This is an optimization exercise on Yosys and OpenROAD, whose aim is small area, not a production implementation.
Function was checked by simulation only, so behaviour that the tests miss may differ from the original.
Power figures rest on the tool's default switching activity, not on a simulated workload.

**flow/design.v**
```verilog
module ks_wavetable (
    input  wire        [9:0]  idx,
    output reg  signed [15:0] sample
);
    always @(*) begin
        case (idx)
            10'd0: sample = 16'sd0;
            10'd1: sample = 16'sd206;
            10'd2: sample = 16'sd412;
            10'd3: sample = 16'sd618;
            10'd4: sample = 16'sd823;
            10'd5: sample = 16'sd1029;
            10'd6: sample = 16'sd1235;
            10'd7: sample = 16'sd1441;
            10'd8: sample = 16'sd1646;
            10'd9: sample = 16'sd1852;
            10'd10: sample = 16'sd2057;
            10'd11: sample = 16'sd2263;
            10'd12: sample = 16'sd2468;
            10'd13: sample = 16'sd2673;
            10'd14: sample = 16'sd2879;
            10'd15: sample = 16'sd3084;
            10'd16: sample = 16'sd3289;
            10'd17: sample = 16'sd3493;
            10'd18: sample = 16'sd3698;
            10'd19: sample = 16'sd3902;
            10'd20: sample = 16'sd4107;
            10'd21: sample = 16'sd4311;
            10'd22: sample = 16'sd4515;
            10'd23: sample = 16'sd4719;
            10'd24: sample = 16'sd4922;
            10'd25: sample = 16'sd5126;
            10'd26: sample = 16'sd5329;
            10'd27: sample = 16'sd5532;
            10'd28: sample = 16'sd5735;
            10'd29: sample = 16'sd5938;
            10'd30: sample = 16'sd6140;
            10'd31: sample = 16'sd6342;
            10'd32: sample = 16'sd6544;
            10'd33: sample = 16'sd6746;
            10'd34: sample = 16'sd6947;
            10'd35: sample = 16'sd7148;
            10'd36: sample = 16'sd7349;
            10'd37: sample = 16'sd7549;
            10'd38: sample = 16'sd7749;
            10'd39: sample = 16'sd7949;
            10'd40: sample = 16'sd8149;
            10'd41: sample = 16'sd8348;
            10'd42: sample = 16'sd8547;
            10'd43: sample = 16'sd8746;
            10'd44: sample = 16'sd8944;
            10'd45: sample = 16'sd9142;
            10'd46: sample = 16'sd9339;
            10'd47: sample = 16'sd9536;
            10'd48: sample = 16'sd9733;
            10'd49: sample = 16'sd9930;
            10'd50: sample = 16'sd10126;
            10'd51: sample = 16'sd10321;
            10'd52: sample = 16'sd10516;
            10'd53: sample = 16'sd10711;
            10'd54: sample = 16'sd10905;
            10'd55: sample = 16'sd11099;
            10'd56: sample = 16'sd11293;
            10'd57: sample = 16'sd11486;
            10'd58: sample = 16'sd11679;
            10'd59: sample = 16'sd11871;
            10'd60: sample = 16'sd12062;
            10'd61: sample = 16'sd12254;
            10'd62: sample = 16'sd12444;
            10'd63: sample = 16'sd12634;
            10'd64: sample = 16'sd12824;
            10'd65: sample = 16'sd13013;
            10'd66: sample = 16'sd13202;
            10'd67: sample = 16'sd13390;
            10'd68: sample = 16'sd13578;
            10'd69: sample = 16'sd13765;
            10'd70: sample = 16'sd13952;
            10'd71: sample = 16'sd14138;
            10'd72: sample = 16'sd14323;
            10'd73: sample = 16'sd14508;
            10'd74: sample = 16'sd14692;
            10'd75: sample = 16'sd14876;
            10'd76: sample = 16'sd15059;
            10'd77: sample = 16'sd15242;
            10'd78: sample = 16'sd15424;
            10'd79: sample = 16'sd15605;
            10'd80: sample = 16'sd15786;
            10'd81: sample = 16'sd15966;
            10'd82: sample = 16'sd16145;
            10'd83: sample = 16'sd16324;
            10'd84: sample = 16'sd16502;
            10'd85: sample = 16'sd16680;
            10'd86: sample = 16'sd16857;
            10'd87: sample = 16'sd17033;
            10'd88: sample = 16'sd17208;
            10'd89: sample = 16'sd17383;
            10'd90: sample = 16'sd17557;
            10'd91: sample = 16'sd17731;
            10'd92: sample = 16'sd17904;
            10'd93: sample = 16'sd18076;
            10'd94: sample = 16'sd18247;
            10'd95: sample = 16'sd18418;
            10'd96: sample = 16'sd18588;
            10'd97: sample = 16'sd18757;
            10'd98: sample = 16'sd18925;
            10'd99: sample = 16'sd19093;
            10'd100: sample = 16'sd19260;
            10'd101: sample = 16'sd19426;
            10'd102: sample = 16'sd19592;
            10'd103: sample = 16'sd19756;
            10'd104: sample = 16'sd19920;
            10'd105: sample = 16'sd20083;
            10'd106: sample = 16'sd20245;
            10'd107: sample = 16'sd20407;
            10'd108: sample = 16'sd20568;
            10'd109: sample = 16'sd20727;
            10'd110: sample = 16'sd20886;
            10'd111: sample = 16'sd21045;
            10'd112: sample = 16'sd21202;
            10'd113: sample = 16'sd21359;
            10'd114: sample = 16'sd21514;
            10'd115: sample = 16'sd21669;
            10'd116: sample = 16'sd21823;
            10'd117: sample = 16'sd21976;
            10'd118: sample = 16'sd22129;
            10'd119: sample = 16'sd22280;
            10'd120: sample = 16'sd22431;
            10'd121: sample = 16'sd22580;
            10'd122: sample = 16'sd22729;
            10'd123: sample = 16'sd22877;
            10'd124: sample = 16'sd23024;
            10'd125: sample = 16'sd23170;
            10'd126: sample = 16'sd23315;
            10'd127: sample = 16'sd23459;
            10'd128: sample = 16'sd23602;
            10'd129: sample = 16'sd23745;
            10'd130: sample = 16'sd23886;
            10'd131: sample = 16'sd24027;
            10'd132: sample = 16'sd24166;
            10'd133: sample = 16'sd24305;
            10'd134: sample = 16'sd24442;
            10'd135: sample = 16'sd24579;
            10'd136: sample = 16'sd24715;
            10'd137: sample = 16'sd24849;
            10'd138: sample = 16'sd24983;
            10'd139: sample = 16'sd25116;
            10'd140: sample = 16'sd25247;
            10'd141: sample = 16'sd25378;
            10'd142: sample = 16'sd25508;
            10'd143: sample = 16'sd25637;
            10'd144: sample = 16'sd25764;
            10'd145: sample = 16'sd25891;
            10'd146: sample = 16'sd26017;
            10'd147: sample = 16'sd26141;
            10'd148: sample = 16'sd26265;
            10'd149: sample = 16'sd26388;
            10'd150: sample = 16'sd26509;
            10'd151: sample = 16'sd26630;
            10'd152: sample = 16'sd26749;
            10'd153: sample = 16'sd26867;
            10'd154: sample = 16'sd26985;
            10'd155: sample = 16'sd27101;
            10'd156: sample = 16'sd27216;
            10'd157: sample = 16'sd27330;
            10'd158: sample = 16'sd27443;
            10'd159: sample = 16'sd27555;
            10'd160: sample = 16'sd27666;
            10'd161: sample = 16'sd27776;
            10'd162: sample = 16'sd27885;
            10'd163: sample = 16'sd27992;
            10'd164: sample = 16'sd28099;
            10'd165: sample = 16'sd28204;
            10'd166: sample = 16'sd28308;
            10'd167: sample = 16'sd28411;
            10'd168: sample = 16'sd28513;
            10'd169: sample = 16'sd28614;
            10'd170: sample = 16'sd28714;
            10'd171: sample = 16'sd28813;
            10'd172: sample = 16'sd28910;
            10'd173: sample = 16'sd29006;
            10'd174: sample = 16'sd29102;
            10'd175: sample = 16'sd29196;
            10'd176: sample = 16'sd29289;
            10'd177: sample = 16'sd29380;
            10'd178: sample = 16'sd29471;
            10'd179: sample = 16'sd29560;
            10'd180: sample = 16'sd29648;
            10'd181: sample = 16'sd29736;
            10'd182: sample = 16'sd29821;
            10'd183: sample = 16'sd29906;
            10'd184: sample = 16'sd29990;
            10'd185: sample = 16'sd30072;
            10'd186: sample = 16'sd30153;
            10'd187: sample = 16'sd30233;
            10'd188: sample = 16'sd30312;
            10'd189: sample = 16'sd30390;
            10'd190: sample = 16'sd30466;
            10'd191: sample = 16'sd30541;
            10'd192: sample = 16'sd30615;
            10'd193: sample = 16'sd30688;
            10'd194: sample = 16'sd30759;
            10'd195: sample = 16'sd30830;
            10'd196: sample = 16'sd30899;
            10'd197: sample = 16'sd30967;
            10'd198: sample = 16'sd31034;
            10'd199: sample = 16'sd31099;
            10'd200: sample = 16'sd31163;
            10'd201: sample = 16'sd31226;
            10'd202: sample = 16'sd31288;
            10'd203: sample = 16'sd31349;
            10'd204: sample = 16'sd31408;
            10'd205: sample = 16'sd31466;
            10'd206: sample = 16'sd31523;
            10'd207: sample = 16'sd31578;
            10'd208: sample = 16'sd31633;
            10'd209: sample = 16'sd31686;
            10'd210: sample = 16'sd31738;
            10'd211: sample = 16'sd31788;
            10'd212: sample = 16'sd31837;
            10'd213: sample = 16'sd31886;
            10'd214: sample = 16'sd31932;
            10'd215: sample = 16'sd31978;
            10'd216: sample = 16'sd32022;
            10'd217: sample = 16'sd32065;
            10'd218: sample = 16'sd32107;
            10'd219: sample = 16'sd32147;
            10'd220: sample = 16'sd32187;
            10'd221: sample = 16'sd32225;
            10'd222: sample = 16'sd32261;
            10'd223: sample = 16'sd32297;
            10'd224: sample = 16'sd32331;
            10'd225: sample = 16'sd32364;
            10'd226: sample = 16'sd32395;
            10'd227: sample = 16'sd32425;
            10'd228: sample = 16'sd32454;
            10'd229: sample = 16'sd32482;
            10'd230: sample = 16'sd32509;
            10'd231: sample = 16'sd32534;
            10'd232: sample = 16'sd32558;
            10'd233: sample = 16'sd32580;
            10'd234: sample = 16'sd32602;
            10'd235: sample = 16'sd32622;
            10'd236: sample = 16'sd32640;
            10'd237: sample = 16'sd32658;
            10'd238: sample = 16'sd32674;
            10'd239: sample = 16'sd32689;
            10'd240: sample = 16'sd32702;
            10'd241: sample = 16'sd32715;
            10'd242: sample = 16'sd32726;
            10'd243: sample = 16'sd32735;
            10'd244: sample = 16'sd32744;
            10'd245: sample = 16'sd32751;
            10'd246: sample = 16'sd32757;
            10'd247: sample = 16'sd32761;
            10'd248: sample = 16'sd32764;
            10'd249: sample = 16'sd32766;
            10'd250: sample = 16'sd32767;
            10'd251: sample = 16'sd32766;
            10'd252: sample = 16'sd32764;
            10'd253: sample = 16'sd32761;
            10'd254: sample = 16'sd32757;
            10'd255: sample = 16'sd32751;
            10'd256: sample = 16'sd32744;
            10'd257: sample = 16'sd32735;
            10'd258: sample = 16'sd32726;
            10'd259: sample = 16'sd32715;
            10'd260: sample = 16'sd32702;
            10'd261: sample = 16'sd32689;
            10'd262: sample = 16'sd32674;
            10'd263: sample = 16'sd32658;
            10'd264: sample = 16'sd32640;
            10'd265: sample = 16'sd32622;
            10'd266: sample = 16'sd32602;
            10'd267: sample = 16'sd32580;
            10'd268: sample = 16'sd32558;
            10'd269: sample = 16'sd32534;
            10'd270: sample = 16'sd32509;
            10'd271: sample = 16'sd32482;
            10'd272: sample = 16'sd32454;
            10'd273: sample = 16'sd32425;
            10'd274: sample = 16'sd32395;
            10'd275: sample = 16'sd32364;
            10'd276: sample = 16'sd32331;
            10'd277: sample = 16'sd32297;
            10'd278: sample = 16'sd32261;
            10'd279: sample = 16'sd32225;
            10'd280: sample = 16'sd32187;
            10'd281: sample = 16'sd32147;
            10'd282: sample = 16'sd32107;
            10'd283: sample = 16'sd32065;
            10'd284: sample = 16'sd32022;
            10'd285: sample = 16'sd31978;
            10'd286: sample = 16'sd31932;
            10'd287: sample = 16'sd31886;
            10'd288: sample = 16'sd31837;
            10'd289: sample = 16'sd31788;
            10'd290: sample = 16'sd31738;
            10'd291: sample = 16'sd31686;
            10'd292: sample = 16'sd31633;
            10'd293: sample = 16'sd31578;
            10'd294: sample = 16'sd31523;
            10'd295: sample = 16'sd31466;
            10'd296: sample = 16'sd31408;
            10'd297: sample = 16'sd31349;
            10'd298: sample = 16'sd31288;
            10'd299: sample = 16'sd31226;
            10'd300: sample = 16'sd31163;
            10'd301: sample = 16'sd31099;
            10'd302: sample = 16'sd31034;
            10'd303: sample = 16'sd30967;
            10'd304: sample = 16'sd30899;
            10'd305: sample = 16'sd30830;
            10'd306: sample = 16'sd30759;
            10'd307: sample = 16'sd30688;
            10'd308: sample = 16'sd30615;
            10'd309: sample = 16'sd30541;
            10'd310: sample = 16'sd30466;
            10'd311: sample = 16'sd30390;
            10'd312: sample = 16'sd30312;
            10'd313: sample = 16'sd30233;
            10'd314: sample = 16'sd30153;
            10'd315: sample = 16'sd30072;
            10'd316: sample = 16'sd29990;
            10'd317: sample = 16'sd29906;
            10'd318: sample = 16'sd29821;
            10'd319: sample = 16'sd29736;
            10'd320: sample = 16'sd29648;
            10'd321: sample = 16'sd29560;
            10'd322: sample = 16'sd29471;
            10'd323: sample = 16'sd29380;
            10'd324: sample = 16'sd29289;
            10'd325: sample = 16'sd29196;
            10'd326: sample = 16'sd29102;
            10'd327: sample = 16'sd29006;
            10'd328: sample = 16'sd28910;
            10'd329: sample = 16'sd28813;
            10'd330: sample = 16'sd28714;
            10'd331: sample = 16'sd28614;
            10'd332: sample = 16'sd28513;
            10'd333: sample = 16'sd28411;
            10'd334: sample = 16'sd28308;
            10'd335: sample = 16'sd28204;
            10'd336: sample = 16'sd28099;
            10'd337: sample = 16'sd27992;
            10'd338: sample = 16'sd27885;
            10'd339: sample = 16'sd27776;
            10'd340: sample = 16'sd27666;
            10'd341: sample = 16'sd27555;
            10'd342: sample = 16'sd27443;
            10'd343: sample = 16'sd27330;
            10'd344: sample = 16'sd27216;
            10'd345: sample = 16'sd27101;
            10'd346: sample = 16'sd26985;
            10'd347: sample = 16'sd26867;
            10'd348: sample = 16'sd26749;
            10'd349: sample = 16'sd26630;
            10'd350: sample = 16'sd26509;
            10'd351: sample = 16'sd26388;
            10'd352: sample = 16'sd26265;
            10'd353: sample = 16'sd26141;
            10'd354: sample = 16'sd26017;
            10'd355: sample = 16'sd25891;
            10'd356: sample = 16'sd25764;
            10'd357: sample = 16'sd25637;
            10'd358: sample = 16'sd25508;
            10'd359: sample = 16'sd25378;
            10'd360: sample = 16'sd25247;
            10'd361: sample = 16'sd25116;
            10'd362: sample = 16'sd24983;
            10'd363: sample = 16'sd24849;
            10'd364: sample = 16'sd24715;
            10'd365: sample = 16'sd24579;
            10'd366: sample = 16'sd24442;
            10'd367: sample = 16'sd24305;
            10'd368: sample = 16'sd24166;
            10'd369: sample = 16'sd24027;
            10'd370: sample = 16'sd23886;
            10'd371: sample = 16'sd23745;
            10'd372: sample = 16'sd23602;
            10'd373: sample = 16'sd23459;
            10'd374: sample = 16'sd23315;
            10'd375: sample = 16'sd23170;
            10'd376: sample = 16'sd23024;
            10'd377: sample = 16'sd22877;
            10'd378: sample = 16'sd22729;
            10'd379: sample = 16'sd22580;
            10'd380: sample = 16'sd22431;
            10'd381: sample = 16'sd22280;
            10'd382: sample = 16'sd22129;
            10'd383: sample = 16'sd21976;
            10'd384: sample = 16'sd21823;
            10'd385: sample = 16'sd21669;
            10'd386: sample = 16'sd21514;
            10'd387: sample = 16'sd21359;
            10'd388: sample = 16'sd21202;
            10'd389: sample = 16'sd21045;
            10'd390: sample = 16'sd20886;
            10'd391: sample = 16'sd20727;
            10'd392: sample = 16'sd20568;
            10'd393: sample = 16'sd20407;
            10'd394: sample = 16'sd20245;
            10'd395: sample = 16'sd20083;
            10'd396: sample = 16'sd19920;
            10'd397: sample = 16'sd19756;
            10'd398: sample = 16'sd19592;
            10'd399: sample = 16'sd19426;
            10'd400: sample = 16'sd19260;
            10'd401: sample = 16'sd19093;
            10'd402: sample = 16'sd18925;
            10'd403: sample = 16'sd18757;
            10'd404: sample = 16'sd18588;
            10'd405: sample = 16'sd18418;
            10'd406: sample = 16'sd18247;
            10'd407: sample = 16'sd18076;
            10'd408: sample = 16'sd17904;
            10'd409: sample = 16'sd17731;
            10'd410: sample = 16'sd17557;
            10'd411: sample = 16'sd17383;
            10'd412: sample = 16'sd17208;
            10'd413: sample = 16'sd17033;
            10'd414: sample = 16'sd16857;
            10'd415: sample = 16'sd16680;
            10'd416: sample = 16'sd16502;
            10'd417: sample = 16'sd16324;
            10'd418: sample = 16'sd16145;
            10'd419: sample = 16'sd15966;
            10'd420: sample = 16'sd15786;
            10'd421: sample = 16'sd15605;
            10'd422: sample = 16'sd15424;
            10'd423: sample = 16'sd15242;
            10'd424: sample = 16'sd15059;
            10'd425: sample = 16'sd14876;
            10'd426: sample = 16'sd14692;
            10'd427: sample = 16'sd14508;
            10'd428: sample = 16'sd14323;
            10'd429: sample = 16'sd14138;
            10'd430: sample = 16'sd13952;
            10'd431: sample = 16'sd13765;
            10'd432: sample = 16'sd13578;
            10'd433: sample = 16'sd13390;
            10'd434: sample = 16'sd13202;
            10'd435: sample = 16'sd13013;
            10'd436: sample = 16'sd12824;
            10'd437: sample = 16'sd12634;
            10'd438: sample = 16'sd12444;
            10'd439: sample = 16'sd12254;
            10'd440: sample = 16'sd12062;
            10'd441: sample = 16'sd11871;
            10'd442: sample = 16'sd11679;
            10'd443: sample = 16'sd11486;
            10'd444: sample = 16'sd11293;
            10'd445: sample = 16'sd11099;
            10'd446: sample = 16'sd10905;
            10'd447: sample = 16'sd10711;
            10'd448: sample = 16'sd10516;
            10'd449: sample = 16'sd10321;
            10'd450: sample = 16'sd10126;
            10'd451: sample = 16'sd9930;
            10'd452: sample = 16'sd9733;
            10'd453: sample = 16'sd9536;
            10'd454: sample = 16'sd9339;
            10'd455: sample = 16'sd9142;
            10'd456: sample = 16'sd8944;
            10'd457: sample = 16'sd8746;
            10'd458: sample = 16'sd8547;
            10'd459: sample = 16'sd8348;
            10'd460: sample = 16'sd8149;
            10'd461: sample = 16'sd7949;
            10'd462: sample = 16'sd7749;
            10'd463: sample = 16'sd7549;
            10'd464: sample = 16'sd7349;
            10'd465: sample = 16'sd7148;
            10'd466: sample = 16'sd6947;
            10'd467: sample = 16'sd6746;
            10'd468: sample = 16'sd6544;
            10'd469: sample = 16'sd6342;
            10'd470: sample = 16'sd6140;
            10'd471: sample = 16'sd5938;
            10'd472: sample = 16'sd5735;
            10'd473: sample = 16'sd5532;
            10'd474: sample = 16'sd5329;
            10'd475: sample = 16'sd5126;
            10'd476: sample = 16'sd4922;
            10'd477: sample = 16'sd4719;
            10'd478: sample = 16'sd4515;
            10'd479: sample = 16'sd4311;
            10'd480: sample = 16'sd4107;
            10'd481: sample = 16'sd3902;
            10'd482: sample = 16'sd3698;
            10'd483: sample = 16'sd3493;
            10'd484: sample = 16'sd3289;
            10'd485: sample = 16'sd3084;
            10'd486: sample = 16'sd2879;
            10'd487: sample = 16'sd2673;
            10'd488: sample = 16'sd2468;
            10'd489: sample = 16'sd2263;
            10'd490: sample = 16'sd2057;
            10'd491: sample = 16'sd1852;
            10'd492: sample = 16'sd1646;
            10'd493: sample = 16'sd1441;
            10'd494: sample = 16'sd1235;
            10'd495: sample = 16'sd1029;
            10'd496: sample = 16'sd823;
            10'd497: sample = 16'sd618;
            10'd498: sample = 16'sd412;
            10'd499: sample = 16'sd206;
            10'd500: sample = 16'sd0;
            10'd501: sample = -16'sd206;
            10'd502: sample = -16'sd412;
            10'd503: sample = -16'sd618;
            10'd504: sample = -16'sd823;
            10'd505: sample = -16'sd1029;
            10'd506: sample = -16'sd1235;
            10'd507: sample = -16'sd1441;
            10'd508: sample = -16'sd1646;
            10'd509: sample = -16'sd1852;
            10'd510: sample = -16'sd2057;
            10'd511: sample = -16'sd2263;
            10'd512: sample = -16'sd2468;
            10'd513: sample = -16'sd2673;
            10'd514: sample = -16'sd2879;
            10'd515: sample = -16'sd3084;
            10'd516: sample = -16'sd3289;
            10'd517: sample = -16'sd3493;
            10'd518: sample = -16'sd3698;
            10'd519: sample = -16'sd3902;
            10'd520: sample = -16'sd4107;
            10'd521: sample = -16'sd4311;
            10'd522: sample = -16'sd4515;
            10'd523: sample = -16'sd4719;
            10'd524: sample = -16'sd4922;
            10'd525: sample = -16'sd5126;
            10'd526: sample = -16'sd5329;
            10'd527: sample = -16'sd5532;
            10'd528: sample = -16'sd5735;
            10'd529: sample = -16'sd5938;
            10'd530: sample = -16'sd6140;
            10'd531: sample = -16'sd6342;
            10'd532: sample = -16'sd6544;
            10'd533: sample = -16'sd6746;
            10'd534: sample = -16'sd6947;
            10'd535: sample = -16'sd7148;
            10'd536: sample = -16'sd7349;
            10'd537: sample = -16'sd7549;
            10'd538: sample = -16'sd7749;
            10'd539: sample = -16'sd7949;
            10'd540: sample = -16'sd8149;
            10'd541: sample = -16'sd8348;
            10'd542: sample = -16'sd8547;
            10'd543: sample = -16'sd8746;
            10'd544: sample = -16'sd8944;
            10'd545: sample = -16'sd9142;
            10'd546: sample = -16'sd9339;
            10'd547: sample = -16'sd9536;
            10'd548: sample = -16'sd9733;
            10'd549: sample = -16'sd9930;
            10'd550: sample = -16'sd10126;
            10'd551: sample = -16'sd10321;
            10'd552: sample = -16'sd10516;
            10'd553: sample = -16'sd10711;
            10'd554: sample = -16'sd10905;
            10'd555: sample = -16'sd11099;
            10'd556: sample = -16'sd11293;
            10'd557: sample = -16'sd11486;
            10'd558: sample = -16'sd11679;
            10'd559: sample = -16'sd11871;
            10'd560: sample = -16'sd12062;
            10'd561: sample = -16'sd12254;
            10'd562: sample = -16'sd12444;
            10'd563: sample = -16'sd12634;
            10'd564: sample = -16'sd12824;
            10'd565: sample = -16'sd13013;
            10'd566: sample = -16'sd13202;
            10'd567: sample = -16'sd13390;
            10'd568: sample = -16'sd13578;
            10'd569: sample = -16'sd13765;
            10'd570: sample = -16'sd13952;
            10'd571: sample = -16'sd14138;
            10'd572: sample = -16'sd14323;
            10'd573: sample = -16'sd14508;
            10'd574: sample = -16'sd14692;
            10'd575: sample = -16'sd14876;
            10'd576: sample = -16'sd15059;
            10'd577: sample = -16'sd15242;
            10'd578: sample = -16'sd15424;
            10'd579: sample = -16'sd15605;
            10'd580: sample = -16'sd15786;
            10'd581: sample = -16'sd15966;
            10'd582: sample = -16'sd16145;
            10'd583: sample = -16'sd16324;
            10'd584: sample = -16'sd16502;
            10'd585: sample = -16'sd16680;
            10'd586: sample = -16'sd16857;
            10'd587: sample = -16'sd17033;
            10'd588: sample = -16'sd17208;
            10'd589: sample = -16'sd17383;
            10'd590: sample = -16'sd17557;
            10'd591: sample = -16'sd17731;
            10'd592: sample = -16'sd17904;
            10'd593: sample = -16'sd18076;
            10'd594: sample = -16'sd18247;
            10'd595: sample = -16'sd18418;
            10'd596: sample = -16'sd18588;
            10'd597: sample = -16'sd18757;
            10'd598: sample = -16'sd18925;
            10'd599: sample = -16'sd19093;
            10'd600: sample = -16'sd19260;
            10'd601: sample = -16'sd19426;
            10'd602: sample = -16'sd19592;
            10'd603: sample = -16'sd19756;
            10'd604: sample = -16'sd19920;
            10'd605: sample = -16'sd20083;
            10'd606: sample = -16'sd20245;
            10'd607: sample = -16'sd20407;
            10'd608: sample = -16'sd20568;
            10'd609: sample = -16'sd20727;
            10'd610: sample = -16'sd20886;
            10'd611: sample = -16'sd21045;
            10'd612: sample = -16'sd21202;
            10'd613: sample = -16'sd21359;
            10'd614: sample = -16'sd21514;
            10'd615: sample = -16'sd21669;
            10'd616: sample = -16'sd21823;
            10'd617: sample = -16'sd21976;
            10'd618: sample = -16'sd22129;
            10'd619: sample = -16'sd22280;
            10'd620: sample = -16'sd22431;
            10'd621: sample = -16'sd22580;
            10'd622: sample = -16'sd22729;
            10'd623: sample = -16'sd22877;
            10'd624: sample = -16'sd23024;
            10'd625: sample = -16'sd23170;
            10'd626: sample = -16'sd23315;
            10'd627: sample = -16'sd23459;
            10'd628: sample = -16'sd23602;
            10'd629: sample = -16'sd23745;
            10'd630: sample = -16'sd23886;
            10'd631: sample = -16'sd24027;
            10'd632: sample = -16'sd24166;
            10'd633: sample = -16'sd24305;
            10'd634: sample = -16'sd24442;
            10'd635: sample = -16'sd24579;
            10'd636: sample = -16'sd24715;
            10'd637: sample = -16'sd24849;
            10'd638: sample = -16'sd24983;
            10'd639: sample = -16'sd25116;
            10'd640: sample = -16'sd25247;
            10'd641: sample = -16'sd25378;
            10'd642: sample = -16'sd25508;
            10'd643: sample = -16'sd25637;
            10'd644: sample = -16'sd25764;
            10'd645: sample = -16'sd25891;
            10'd646: sample = -16'sd26017;
            10'd647: sample = -16'sd26141;
            10'd648: sample = -16'sd26265;
            10'd649: sample = -16'sd26388;
            10'd650: sample = -16'sd26509;
            10'd651: sample = -16'sd26630;
            10'd652: sample = -16'sd26749;
            10'd653: sample = -16'sd26867;
            10'd654: sample = -16'sd26985;
            10'd655: sample = -16'sd27101;
            10'd656: sample = -16'sd27216;
            10'd657: sample = -16'sd27330;
            10'd658: sample = -16'sd27443;
            10'd659: sample = -16'sd27555;
            10'd660: sample = -16'sd27666;
            10'd661: sample = -16'sd27776;
            10'd662: sample = -16'sd27885;
            10'd663: sample = -16'sd27992;
            10'd664: sample = -16'sd28099;
            10'd665: sample = -16'sd28204;
            10'd666: sample = -16'sd28308;
            10'd667: sample = -16'sd28411;
            10'd668: sample = -16'sd28513;
            10'd669: sample = -16'sd28614;
            10'd670: sample = -16'sd28714;
            10'd671: sample = -16'sd28813;
            10'd672: sample = -16'sd28910;
            10'd673: sample = -16'sd29006;
            10'd674: sample = -16'sd29102;
            10'd675: sample = -16'sd29196;
            10'd676: sample = -16'sd29289;
            10'd677: sample = -16'sd29380;
            10'd678: sample = -16'sd29471;
            10'd679: sample = -16'sd29560;
            10'd680: sample = -16'sd29648;
            10'd681: sample = -16'sd29736;
            10'd682: sample = -16'sd29821;
            10'd683: sample = -16'sd29906;
            10'd684: sample = -16'sd29990;
            10'd685: sample = -16'sd30072;
            10'd686: sample = -16'sd30153;
            10'd687: sample = -16'sd30233;
            10'd688: sample = -16'sd30312;
            10'd689: sample = -16'sd30390;
            10'd690: sample = -16'sd30466;
            10'd691: sample = -16'sd30541;
            10'd692: sample = -16'sd30615;
            10'd693: sample = -16'sd30688;
            10'd694: sample = -16'sd30759;
            10'd695: sample = -16'sd30830;
            10'd696: sample = -16'sd30899;
            10'd697: sample = -16'sd30967;
            10'd698: sample = -16'sd31034;
            10'd699: sample = -16'sd31099;
            10'd700: sample = -16'sd31163;
            10'd701: sample = -16'sd31226;
            10'd702: sample = -16'sd31288;
            10'd703: sample = -16'sd31349;
            10'd704: sample = -16'sd31408;
            10'd705: sample = -16'sd31466;
            10'd706: sample = -16'sd31523;
            10'd707: sample = -16'sd31578;
            10'd708: sample = -16'sd31633;
            10'd709: sample = -16'sd31686;
            10'd710: sample = -16'sd31738;
            10'd711: sample = -16'sd31788;
            10'd712: sample = -16'sd31837;
            10'd713: sample = -16'sd31886;
            10'd714: sample = -16'sd31932;
            10'd715: sample = -16'sd31978;
            10'd716: sample = -16'sd32022;
            10'd717: sample = -16'sd32065;
            10'd718: sample = -16'sd32107;
            10'd719: sample = -16'sd32147;
            10'd720: sample = -16'sd32187;
            10'd721: sample = -16'sd32225;
            10'd722: sample = -16'sd32261;
            10'd723: sample = -16'sd32297;
            10'd724: sample = -16'sd32331;
            10'd725: sample = -16'sd32364;
            10'd726: sample = -16'sd32395;
            10'd727: sample = -16'sd32425;
            10'd728: sample = -16'sd32454;
            10'd729: sample = -16'sd32482;
            10'd730: sample = -16'sd32509;
            10'd731: sample = -16'sd32534;
            10'd732: sample = -16'sd32558;
            10'd733: sample = -16'sd32580;
            10'd734: sample = -16'sd32602;
            10'd735: sample = -16'sd32622;
            10'd736: sample = -16'sd32640;
            10'd737: sample = -16'sd32658;
            10'd738: sample = -16'sd32674;
            10'd739: sample = -16'sd32689;
            10'd740: sample = -16'sd32702;
            10'd741: sample = -16'sd32715;
            10'd742: sample = -16'sd32726;
            10'd743: sample = -16'sd32735;
            10'd744: sample = -16'sd32744;
            10'd745: sample = -16'sd32751;
            10'd746: sample = -16'sd32757;
            10'd747: sample = -16'sd32761;
            10'd748: sample = -16'sd32764;
            10'd749: sample = -16'sd32766;
            10'd750: sample = -16'sd32767;
            10'd751: sample = -16'sd32766;
            10'd752: sample = -16'sd32764;
            10'd753: sample = -16'sd32761;
            10'd754: sample = -16'sd32757;
            10'd755: sample = -16'sd32751;
            10'd756: sample = -16'sd32744;
            10'd757: sample = -16'sd32735;
            10'd758: sample = -16'sd32726;
            10'd759: sample = -16'sd32715;
            10'd760: sample = -16'sd32702;
            10'd761: sample = -16'sd32689;
            10'd762: sample = -16'sd32674;
            10'd763: sample = -16'sd32658;
            10'd764: sample = -16'sd32640;
            10'd765: sample = -16'sd32622;
            10'd766: sample = -16'sd32602;
            10'd767: sample = -16'sd32580;
            10'd768: sample = -16'sd32558;
            10'd769: sample = -16'sd32534;
            10'd770: sample = -16'sd32509;
            10'd771: sample = -16'sd32482;
            10'd772: sample = -16'sd32454;
            10'd773: sample = -16'sd32425;
            10'd774: sample = -16'sd32395;
            10'd775: sample = -16'sd32364;
            10'd776: sample = -16'sd32331;
            10'd777: sample = -16'sd32297;
            10'd778: sample = -16'sd32261;
            10'd779: sample = -16'sd32225;
            10'd780: sample = -16'sd32187;
            10'd781: sample = -16'sd32147;
            10'd782: sample = -16'sd32107;
            10'd783: sample = -16'sd32065;
            10'd784: sample = -16'sd32022;
            10'd785: sample = -16'sd31978;
            10'd786: sample = -16'sd31932;
            10'd787: sample = -16'sd31886;
            10'd788: sample = -16'sd31837;
            10'd789: sample = -16'sd31788;
            10'd790: sample = -16'sd31738;
            10'd791: sample = -16'sd31686;
            10'd792: sample = -16'sd31633;
            10'd793: sample = -16'sd31578;
            10'd794: sample = -16'sd31523;
            10'd795: sample = -16'sd31466;
            10'd796: sample = -16'sd31408;
            10'd797: sample = -16'sd31349;
            10'd798: sample = -16'sd31288;
            10'd799: sample = -16'sd31226;
            10'd800: sample = -16'sd31163;
            10'd801: sample = -16'sd31099;
            10'd802: sample = -16'sd31034;
            10'd803: sample = -16'sd30967;
            10'd804: sample = -16'sd30899;
            10'd805: sample = -16'sd30830;
            10'd806: sample = -16'sd30759;
            10'd807: sample = -16'sd30688;
            10'd808: sample = -16'sd30615;
            10'd809: sample = -16'sd30541;
            10'd810: sample = -16'sd30466;
            10'd811: sample = -16'sd30390;
            10'd812: sample = -16'sd30312;
            10'd813: sample = -16'sd30233;
            10'd814: sample = -16'sd30153;
            10'd815: sample = -16'sd30072;
            10'd816: sample = -16'sd29990;
            10'd817: sample = -16'sd29906;
            10'd818: sample = -16'sd29821;
            10'd819: sample = -16'sd29736;
            10'd820: sample = -16'sd29648;
            10'd821: sample = -16'sd29560;
            10'd822: sample = -16'sd29471;
            10'd823: sample = -16'sd29380;
            10'd824: sample = -16'sd29289;
            10'd825: sample = -16'sd29196;
            10'd826: sample = -16'sd29102;
            10'd827: sample = -16'sd29006;
            10'd828: sample = -16'sd28910;
            10'd829: sample = -16'sd28813;
            10'd830: sample = -16'sd28714;
            10'd831: sample = -16'sd28614;
            10'd832: sample = -16'sd28513;
            10'd833: sample = -16'sd28411;
            10'd834: sample = -16'sd28308;
            10'd835: sample = -16'sd28204;
            10'd836: sample = -16'sd28099;
            10'd837: sample = -16'sd27992;
            10'd838: sample = -16'sd27885;
            10'd839: sample = -16'sd27776;
            10'd840: sample = -16'sd27666;
            10'd841: sample = -16'sd27555;
            10'd842: sample = -16'sd27443;
            10'd843: sample = -16'sd27330;
            10'd844: sample = -16'sd27216;
            10'd845: sample = -16'sd27101;
            10'd846: sample = -16'sd26985;
            10'd847: sample = -16'sd26867;
            10'd848: sample = -16'sd26749;
            10'd849: sample = -16'sd26630;
            10'd850: sample = -16'sd26509;
            10'd851: sample = -16'sd26388;
            10'd852: sample = -16'sd26265;
            10'd853: sample = -16'sd26141;
            10'd854: sample = -16'sd26017;
            10'd855: sample = -16'sd25891;
            10'd856: sample = -16'sd25764;
            10'd857: sample = -16'sd25637;
            10'd858: sample = -16'sd25508;
            10'd859: sample = -16'sd25378;
            10'd860: sample = -16'sd25247;
            10'd861: sample = -16'sd25116;
            10'd862: sample = -16'sd24983;
            10'd863: sample = -16'sd24849;
            10'd864: sample = -16'sd24715;
            10'd865: sample = -16'sd24579;
            10'd866: sample = -16'sd24442;
            10'd867: sample = -16'sd24305;
            10'd868: sample = -16'sd24166;
            10'd869: sample = -16'sd24027;
            10'd870: sample = -16'sd23886;
            10'd871: sample = -16'sd23745;
            10'd872: sample = -16'sd23602;
            10'd873: sample = -16'sd23459;
            10'd874: sample = -16'sd23315;
            10'd875: sample = -16'sd23170;
            10'd876: sample = -16'sd23024;
            10'd877: sample = -16'sd22877;
            10'd878: sample = -16'sd22729;
            10'd879: sample = -16'sd22580;
            10'd880: sample = -16'sd22431;
            10'd881: sample = -16'sd22280;
            10'd882: sample = -16'sd22129;
            10'd883: sample = -16'sd21976;
            10'd884: sample = -16'sd21823;
            10'd885: sample = -16'sd21669;
            10'd886: sample = -16'sd21514;
            10'd887: sample = -16'sd21359;
            10'd888: sample = -16'sd21202;
            10'd889: sample = -16'sd21045;
            10'd890: sample = -16'sd20886;
            10'd891: sample = -16'sd20727;
            10'd892: sample = -16'sd20568;
            10'd893: sample = -16'sd20407;
            10'd894: sample = -16'sd20245;
            10'd895: sample = -16'sd20083;
            10'd896: sample = -16'sd19920;
            10'd897: sample = -16'sd19756;
            10'd898: sample = -16'sd19592;
            10'd899: sample = -16'sd19426;
            10'd900: sample = -16'sd19260;
            10'd901: sample = -16'sd19093;
            10'd902: sample = -16'sd18925;
            10'd903: sample = -16'sd18757;
            10'd904: sample = -16'sd18588;
            10'd905: sample = -16'sd18418;
            10'd906: sample = -16'sd18247;
            10'd907: sample = -16'sd18076;
            10'd908: sample = -16'sd17904;
            10'd909: sample = -16'sd17731;
            10'd910: sample = -16'sd17557;
            10'd911: sample = -16'sd17383;
            10'd912: sample = -16'sd17208;
            10'd913: sample = -16'sd17033;
            10'd914: sample = -16'sd16857;
            10'd915: sample = -16'sd16680;
            10'd916: sample = -16'sd16502;
            10'd917: sample = -16'sd16324;
            10'd918: sample = -16'sd16145;
            10'd919: sample = -16'sd15966;
            10'd920: sample = -16'sd15786;
            10'd921: sample = -16'sd15605;
            10'd922: sample = -16'sd15424;
            10'd923: sample = -16'sd15242;
            10'd924: sample = -16'sd15059;
            10'd925: sample = -16'sd14876;
            10'd926: sample = -16'sd14692;
            10'd927: sample = -16'sd14508;
            10'd928: sample = -16'sd14323;
            10'd929: sample = -16'sd14138;
            10'd930: sample = -16'sd13952;
            10'd931: sample = -16'sd13765;
            10'd932: sample = -16'sd13578;
            10'd933: sample = -16'sd13390;
            10'd934: sample = -16'sd13202;
            10'd935: sample = -16'sd13013;
            10'd936: sample = -16'sd12824;
            10'd937: sample = -16'sd12634;
            10'd938: sample = -16'sd12444;
            10'd939: sample = -16'sd12254;
            10'd940: sample = -16'sd12062;
            10'd941: sample = -16'sd11871;
            10'd942: sample = -16'sd11679;
            10'd943: sample = -16'sd11486;
            10'd944: sample = -16'sd11293;
            10'd945: sample = -16'sd11099;
            10'd946: sample = -16'sd10905;
            10'd947: sample = -16'sd10711;
            10'd948: sample = -16'sd10516;
            10'd949: sample = -16'sd10321;
            10'd950: sample = -16'sd10126;
            10'd951: sample = -16'sd9930;
            10'd952: sample = -16'sd9733;
            10'd953: sample = -16'sd9536;
            10'd954: sample = -16'sd9339;
            10'd955: sample = -16'sd9142;
            10'd956: sample = -16'sd8944;
            10'd957: sample = -16'sd8746;
            10'd958: sample = -16'sd8547;
            10'd959: sample = -16'sd8348;
            10'd960: sample = -16'sd8149;
            10'd961: sample = -16'sd7949;
            10'd962: sample = -16'sd7749;
            10'd963: sample = -16'sd7549;
            10'd964: sample = -16'sd7349;
            10'd965: sample = -16'sd7148;
            10'd966: sample = -16'sd6947;
            10'd967: sample = -16'sd6746;
            10'd968: sample = -16'sd6544;
            10'd969: sample = -16'sd6342;
            10'd970: sample = -16'sd6140;
            10'd971: sample = -16'sd5938;
            10'd972: sample = -16'sd5735;
            10'd973: sample = -16'sd5532;
            10'd974: sample = -16'sd5329;
            10'd975: sample = -16'sd5126;
            10'd976: sample = -16'sd4922;
            10'd977: sample = -16'sd4719;
            10'd978: sample = -16'sd4515;
            10'd979: sample = -16'sd4311;
            10'd980: sample = -16'sd4107;
            10'd981: sample = -16'sd3902;
            10'd982: sample = -16'sd3698;
            10'd983: sample = -16'sd3493;
            10'd984: sample = -16'sd3289;
            10'd985: sample = -16'sd3084;
            10'd986: sample = -16'sd2879;
            10'd987: sample = -16'sd2673;
            10'd988: sample = -16'sd2468;
            10'd989: sample = -16'sd2263;
            10'd990: sample = -16'sd2057;
            10'd991: sample = -16'sd1852;
            10'd992: sample = -16'sd1646;
            10'd993: sample = -16'sd1441;
            10'd994: sample = -16'sd1235;
            10'd995: sample = -16'sd1029;
            10'd996: sample = -16'sd823;
            10'd997: sample = -16'sd618;
            10'd998: sample = -16'sd412;
            10'd999: sample = -16'sd206;
            default: sample = 16'sd0;
        endcase
    end
endmodule
module keysynth (
    input  wire        clk,
    input  wire        rst,         
    input  wire        req_valid,
    input  wire [31:0] req,
    output reg         resp_valid,
    output reg  [15:0] resp,
    output wire [3:0]  coldrv,
    output wire [11:0] dacout
);
    localparam [3:0] OP_SCAN = 4'h1;
    localparam [3:0] OP_POLL = 4'h2;
    localparam [3:0] OP_TICK = 4'h3;
    localparam [3:0] OP_FREQ = 4'h4;
    localparam [3:0] OP_VOL  = 4'h5;
    localparam integer K = 8;                    
    localparam [31:0]  M = 32'd65536000;         
    function [6:0] keymap(input [3:0] k);
        case (k)
            4'd0:  keymap = 7'h31;   
            4'd1:  keymap = 7'h34;   
            4'd2:  keymap = 7'h37;   
            4'd3:  keymap = 7'h2A;   
            4'd4:  keymap = 7'h32;   
            4'd5:  keymap = 7'h35;   
            4'd6:  keymap = 7'h38;   
            4'd7:  keymap = 7'h30;   
            4'd8:  keymap = 7'h33;   
            4'd9:  keymap = 7'h36;   
            4'd10: keymap = 7'h39;   
            4'd11: keymap = 7'h23;   
            4'd12: keymap = 7'h41;   
            4'd13: keymap = 7'h42;   
            4'd14: keymap = 7'h43;   
            default: keymap = 7'h44;  
        endcase
    endfunction
    reg [K-1:0]  hist [0:15];
    reg [15:0]   stable;
    reg [1:0]    col;
    reg [31:0]   phase_acc [0:1];
    reg [31:0]   step      [0:1];
    reg [3:0]    volshift;
    reg [11:0]   dac;
    assign coldrv = 4'b0001 << col;
    assign dacout = dac;
    wire [3:0] op = req[31:28];
    reg legal;
    always @(*) begin
        case (op)
            OP_SCAN: legal = (req[27:4] == 24'd0);
            OP_POLL: legal = (req[27:0] == 28'd0);
            OP_TICK: legal = (req[27:0] == 28'd0);
            OP_FREQ: legal = (req[27:17] == 11'd0);
            OP_VOL:  legal = (req[27:4] == 24'd0) && (req[3:0] >= 4'd5);
            default: legal = 1'b0;
        endcase
    end
    wire do_scan = req_valid && legal && (op == OP_SCAN);
    wire do_poll = req_valid && legal && (op == OP_POLL);
    wire do_tick = req_valid && legal && (op == OP_TICK);
    wire do_freq = req_valid && legal && (op == OP_FREQ);
    wire do_vol  = req_valid && legal && (op == OP_VOL);
    wire [1:0] col_next = col + 2'd1;
    reg        ev_found;
    reg [3:0]  ev_key;
    reg        ev_release;
    integer    k;
    always @(*) begin
        ev_found   = 1'b0;
        ev_key     = 4'd0;
        ev_release = 1'b0;
        for (k = 15; k >= 0; k = k - 1) begin
            if (hist[k][4:0] == 5'b11111 && !stable[k]) begin
                ev_found   = 1'b1;
                ev_key     = k[3:0];
                ev_release = 1'b0;
            end else if (hist[k][4:0] == 5'b00000 && stable[k]) begin
                ev_found   = 1'b1;
                ev_key     = k[3:0];
                ev_release = 1'b1;
            end
        end
    end
    wire [7:0] ev_code = {ev_release, keymap(ev_key)};
    wire        freq_ch  = req[16];
    wire [15:0] freq_hz  = req[15:0];
    wire [19:0] frac_num = {freq_hz, 3'b000} + 20'd5;
    wire [19:0] frac_quo = frac_num / 20'd10;
    wire [31:0] step_new = (freq_hz == 16'd0) ? 32'd0
                         : freq_hz * 32'd3276 + {12'd0, frac_quo};
    function [31:0] wrap_m(input [31:0] sum);
        if (sum >= 4 * M)
            wrap_m = sum - 4 * M;
        else if (sum >= 3 * M)
            wrap_m = sum - 3 * M;
        else if (sum >= 2 * M)
            wrap_m = sum - 2 * M;
        else if (sum >= M)
            wrap_m = sum - M;
        else
            wrap_m = sum;
    endfunction
    wire [31:0] ph0_next = wrap_m(phase_acc[0] + step[0]);
    wire [31:0] ph1_next = wrap_m(phase_acc[1] + step[1]);
    wire signed [15:0] s0, s1;
    ks_wavetable u_wt0 (.idx(ph0_next[25:16]), .sample(s0));
    ks_wavetable u_wt1 (.idx(ph1_next[25:16]), .sample(s1));
    wire signed [17:0] mix    = {{2{s0[15]}}, s0} + {{2{s1[15]}}, s1};
    wire signed [17:0] scaled = mix >>> volshift;
    wire        [11:0] dac_next = scaled[11:0] + 12'd2048;
    integer i;
    always @(posedge clk) begin
        if (rst) begin
            for (i = 0; i < 16; i = i + 1)
                hist[i] <= {K{1'b0}};
            stable       <= 16'd0;
            col          <= 2'd0;
            phase_acc[0] <= 32'd0;
            phase_acc[1] <= 32'd0;
            step[0]      <= 32'd0;
            step[1]      <= 32'd0;
            volshift     <= 4'd5;
            dac          <= 12'd2048;
            resp_valid   <= 1'b0;
            resp         <= 16'd0;
        end else begin
            resp_valid <= req_valid;
            if (req_valid && !legal)
                resp <= 16'h8000;
            if (do_scan) begin
                for (i = 0; i < 4; i = i + 1)
                    hist[{col, i[1:0]}] <= {hist[{col, i[1:0]}][K-2:0], req[i]};
                col  <= col_next;
                resp <= {4'b0000, 6'd0, col_next, 4'b0001 << col_next};
            end
            if (do_poll) begin
                if (ev_found) begin
                    stable[ev_key] <= !ev_release;
                    resp <= {2'b01, 6'd0, ev_code};
                end else begin
                    resp <= 16'h0000;
                end
            end
            if (do_tick) begin
                phase_acc[0] <= ph0_next;
                phase_acc[1] <= ph1_next;
                dac          <= dac_next;
                resp         <= {4'b0000, dac_next};
            end
            if (do_freq) begin
                step[freq_ch] <= step_new;
                if (step_new == 32'd0)
                    phase_acc[freq_ch] <= 32'd0;
                resp <= 16'h0000;
            end
            if (do_vol) begin
                volshift <= req[3:0];
                resp     <= 16'h0000;
            end
        end
    end
endmodule
```
**flow/run.sh**
```bash
#!/bin/bash
# synth_recipe.tcl (not shown) runs the flow's synth.tcl, then flattens the netlist and writes it again
# the make line also repeats each setting of config.mk as NAME=value (left out here)
make -C /OpenROAD-flow-scripts/flow DESIGN_CONFIG=/design/flow/config.mk WORK_HOME=/design/flow/orfs CLKGATE_MAP_FILE= SYNTH_SCRIPT=/design/flow/synth_recipe.tcl finish
```
**flow/config.mk**
```make
export PLATFORM = sky130hd
export DESIGN_NAME = keysynth
export DESIGN_NICKNAME = keysynth
export VERILOG_FILES = /design/flow/design.v
export SDC_FILE = /design/flow/constraint.sdc
export NUM_CORES = 4
export LEC_CHECK = 0
export CAP_MARGIN = 20
export CORE_MARGIN = 2
export CORE_UTILIZATION = 25
export SLEW_MARGIN = 20
export SYNTH_MEMORY_MAX_BITS = 65536
```
**flow/constraint.sdc**
```tcl
create_clock -name core_clock -period 22.0 [get_ports {clk}]
set_input_delay 4.4000 -clock core_clock [delete_from_list [all_inputs] [get_ports {clk}]]
set_output_delay 4.4000 -clock core_clock [all_outputs]
set_load 0.01 [all_outputs]
```
==> impl_results.md <==
- Status: finished clean
- Chip width: 463 µm
- CP most frequent cell: buf_4
- Crit Path Max Fanout: 21
- Slowest CP cell: clkdlybuf4s50_1
- CTS HTree Levels: 1
- Slew Limit Fails: 0
- Vias per inst: 6.59
- Commonest non-fill, non-tap cell in the layout: nand2_1
- Maximum vdd drop: 0.190 mV
- Finish-stage setup viols: 0
- Wire per inst: 33.9 µm
- Max Freq: 47.4 MHz
- Initial antenna violation count: 27
- Reg power frac: 7.0%
- Largest net degree at the start of global routing: 143
- Seq/Total Area, Yosys: 12.2%
- Worst-Margin Slew: 1.30 ns
- GRT Total Usage: 33.0%
- Root Driver: clkbuf_16
- Final net count: 8613
- WS Path Type: primary input to flop
- Number of synthesized flops with an enable pin: 138
- WP data arrival: 21.50 ns
- Placement Cell Area: 61800 µm²
- Hold_buf cts: 0
- Yosys reg bits: 253
- Row cnt: 168
- Max cap viols: 0
- Post-route ant nets: 0
- DP Worst Slack: -0.348 ns
- Clk slew on worst S/H paths: 0.06 ns
- Starting density of the core: 25.2%
- CP delay by family, top: compound AO/OA/AOI/OAI gates
- Top FF cell, synth: edfxtp_1
- Post-Synthesis Cell Area: 52700 µm²
- Chip height: 463 µm
- Area Overhead vs Synth: 19.8%
- Syn. warnings: 2
- GR Overflow Total: 0
- Clock latency (worst-skew pair): 0.59 ns
- Final min period: 21.11 ns
- DR top layer: met5
- Type of the most critical hold path: flop to flop
- Non-Filler Instances: 11.1k
- Final hold viol count: 0
- Most frequent cells in the layout: 947 x nand2_1, 945 x buf_4, 844 x nor2_1, 783 x a21oi_1, 629 x o21ai_0
- Vias: 73.2k
- Leak: 0.0236 µW
- Placed insts: 11.0k
- Post-route clock period utilization: 96.0%
- DR iter-0 viols: 11.4k
- Internal: 3340 µW
- Asr flop ratio synth: 0%
- CTS Buf Count: 25
- NetSw: 4100 µW
- WP buf/inv: 16
- Worst setup margin: 0.887 ns
- CTS tree: built
- Length of routed wiring on met1: 144000 µm
- P per Cell Area: 118 nW/µm²
- Mean Syn Cell Area: 6.65 µm²
- Crit path largest cell delay: 0.58 ns
- GPL Wtd Cong: 1.09
- Cell area after layout: 63200 µm²
- Fraction of layout cells with a size suffix above 1: 16.0%
- Detail Route met2 WL: 153000 µm
- DRT Pass-1 Iters: 9
- CP startpoint kind: primary input
- First-pass GRT wire length: 524000 µm
- Clock power frac: 6.0%
- Max clock buf depth: 3
- Clk_skew: 0.0314 ns
- Switch share: 55.1%
- Vias in the first global route: 68.0k
- Required time of the critical path: 22.39 ns
- Setup TNS: 0 ns
- Mapped Cells: 7930
- Die ar.: 215000 µm²
- # port buffers: 65
- Num ports: 68
- Routed met3 length: 44300 µm
- Combinational share of power: 87.1%
- Relative slew margins: 12.5%
- Detailed Place HPWL: 272000 µm
- Final core utilization: 30.1%
- Residual DRC: 0
- Number of distinct library cells after synthesis: 136
- Core area: 210000 µm²
- Drt total wl: 377000 µm
- Setup crit end kind: flop
- Sink Count: 253
[worst paths after layout]
kind | cells after the start | to | slack (ns) | startpoint
max reg2reg | 72 | resp[7] | 2.30 | phase_acc[0][0]
min reg2reg | 2 | dac[7] | 0.45 | dac[7]
max | 83 | phase_acc[0][17] | 0.89 | req[7]
min | 2 | dac[7] | 0.45 | dac[7]
[flip-flops by register name, indices dropped and copies added, names as in the netlist, named ones only]
register    cells
step           58
volshift        4
resp           14
dac            12
col             2
phase_acc      64
stable         16
resp_valid      1
hist           80
[power groups by stage]
| stage | clock network [µW] | registers (µW) | logic [µW] |
|---|---|---|---|
| 3_5_place_dp | 0 | 528 | 6180 |
| 2_1_floorplan | 0 | 524 | 3360 |
| 5_1_grt | 468 | 519 | 6850 |
| 6_report | 445 | 518 | 6490 |
| 4_1_cts | 454 | 518 | 6210 |
| 3_3_place_gp | 0 | 528 | 6210 |
[metrics by stage]
stage	hold slack, ns	total power, µW
5_1_grt	0.482	7840
6_report	0.454	7450
3_3_place_gp	0.443	6740
3_5_place_dp	0.450	6710
2_1_floorplan	0.457	3880
4_1_cts	0.459	7180
[cells by family (layout without fill, tap and decap cells)]
| family | Yosys count | count (layout) | synth area share [%] |
|---|---|---|---|
| AND/OR/NAND/NOR | 2895 | 2895 | 25.2 |
| AO/OA/AOI/OAI | 3098 | 3098 | 39.3 |
| XOR/XNOR | 230 | 230 | 3.89 |
| other | 1 | 36 | 0.00711 |
| adder cells (fa/ha/maj) | 331 | 331 | 8.61 |
| multiplexers | 126 | 126 | 3.40 |
| buffers and inverters | 996 | 1331 | 7.35 |
| flip-flops | 253 | 253 | 12.2 |
[what timing repair did]
item,4_1_cts,5_1_grt
setup buffers,0,11
gates resized for setup,0,72
endpoints found under the setup margin,0,80
[Yosys cell counts, drive strengths merged (39+ instances only)]
master   number  area [µm²]
nand2       950        3570
nor2        866        3250
a21oi       798        4010
o21ai       651        3280
clkbuf      538        2020
ha          278        3480
nand3       260        1320
inv         253         950
nor3        243        1230
o211ai      230        1750
a211oi      215        1670
buf         203         897
xnor2       174        1530
a31oi       152         957
edfxtp      138        4140
and3        127         795
a221oi      115        1110
a311oi      115        1010
dfxtp       115        2300
o22ai       110         688
o311ai       99         885
o221ai       89         786
nand4        67         425
nand2b       65         407
mux2i        62         628
and2         58         365
xor2         55         497
fa           53        1060
nor4         53         389
a22oi        50         389
o31ai        47         363
a2111oi      44         487
o21bai       43         323
or3          42         268
a21boi       40         304
mux4         39         878
[per-layer routing]
| layer | vias up | global-route usage [%] |
|---|---|---|
| met4 | 18 | 23.9 |
| met1 | 35246 | 40.9 |
| li1 | 30646 | - |
| met5 | - | 0.379 |
| met3 | 1668 | 10.1 |
| met2 | 5592 | 48.2 |
[area by class of cell]
| cell class | instances | area, µm² |
|---|---|---|
| tap | 2805 | 3510 |
| clock inverter | 12 | 125 |
| antenna | 34 | 85.1 |
| inverter | 255 | 962 |
| fill | 23068 | 146000 |
| sequential | 253 | 6450 |
| timing repair buffer | 1030 | 8160 |
| clock buffer | 34 | 673 |
| multi-input combinational | 6682 | 43200 |
[worst register-to-register path: cells and delay by family (launching register included)]
| family | cells | cell delay (ns) |
|---|---|---|
| compound gates | 38 | 9.07 |
| xor+xnor | 2 | 0.80 |
| fa+ha+maj | 5 | 1.92 |
| simple gates | 17 | 4.99 |
| mux | 2 | 0.29 |
| buf+inv | 8 | 2.16 |
| flops | 1 | 0.33 |

-- afterwards: timing with drivers on the ports --
The flow's constraints put no driver on any port. The routed layout listed below was extracted and timed again, unchanged, in two steps.
Step 1 (the two cells are an assumption about what drives the block):
set clk [get_ports {clk}]
set_driving_cell -lib_cell sky130_fd_sc_hd__clkbuf_16 $clk
set_driving_cell -lib_cell sky130_fd_sc_hd__buf_2 [delete_from_list [all_inputs] $clk]
Step 2, shift: input delay + t, output delay - t, t = (earliest + latest rising clock arrival at the registers) / 2. This alone moves slack from input paths to output paths.
a / b / c = ideal / step 1 / step 2; a / b = the first two.
t (ns): 0.635
setup slack, ns: 0.887 / 0.912 / 0.277
hold slack, ns: 0.454 / 0.454 / 0.454
worst setup path at the end: input to register
worst slew at a driven data input, ns: 0.35
After both steps setup and hold are still met in this run. The setup slack of this run moves by +0.025 ns with the drivers and by -0.610 ns with both steps.
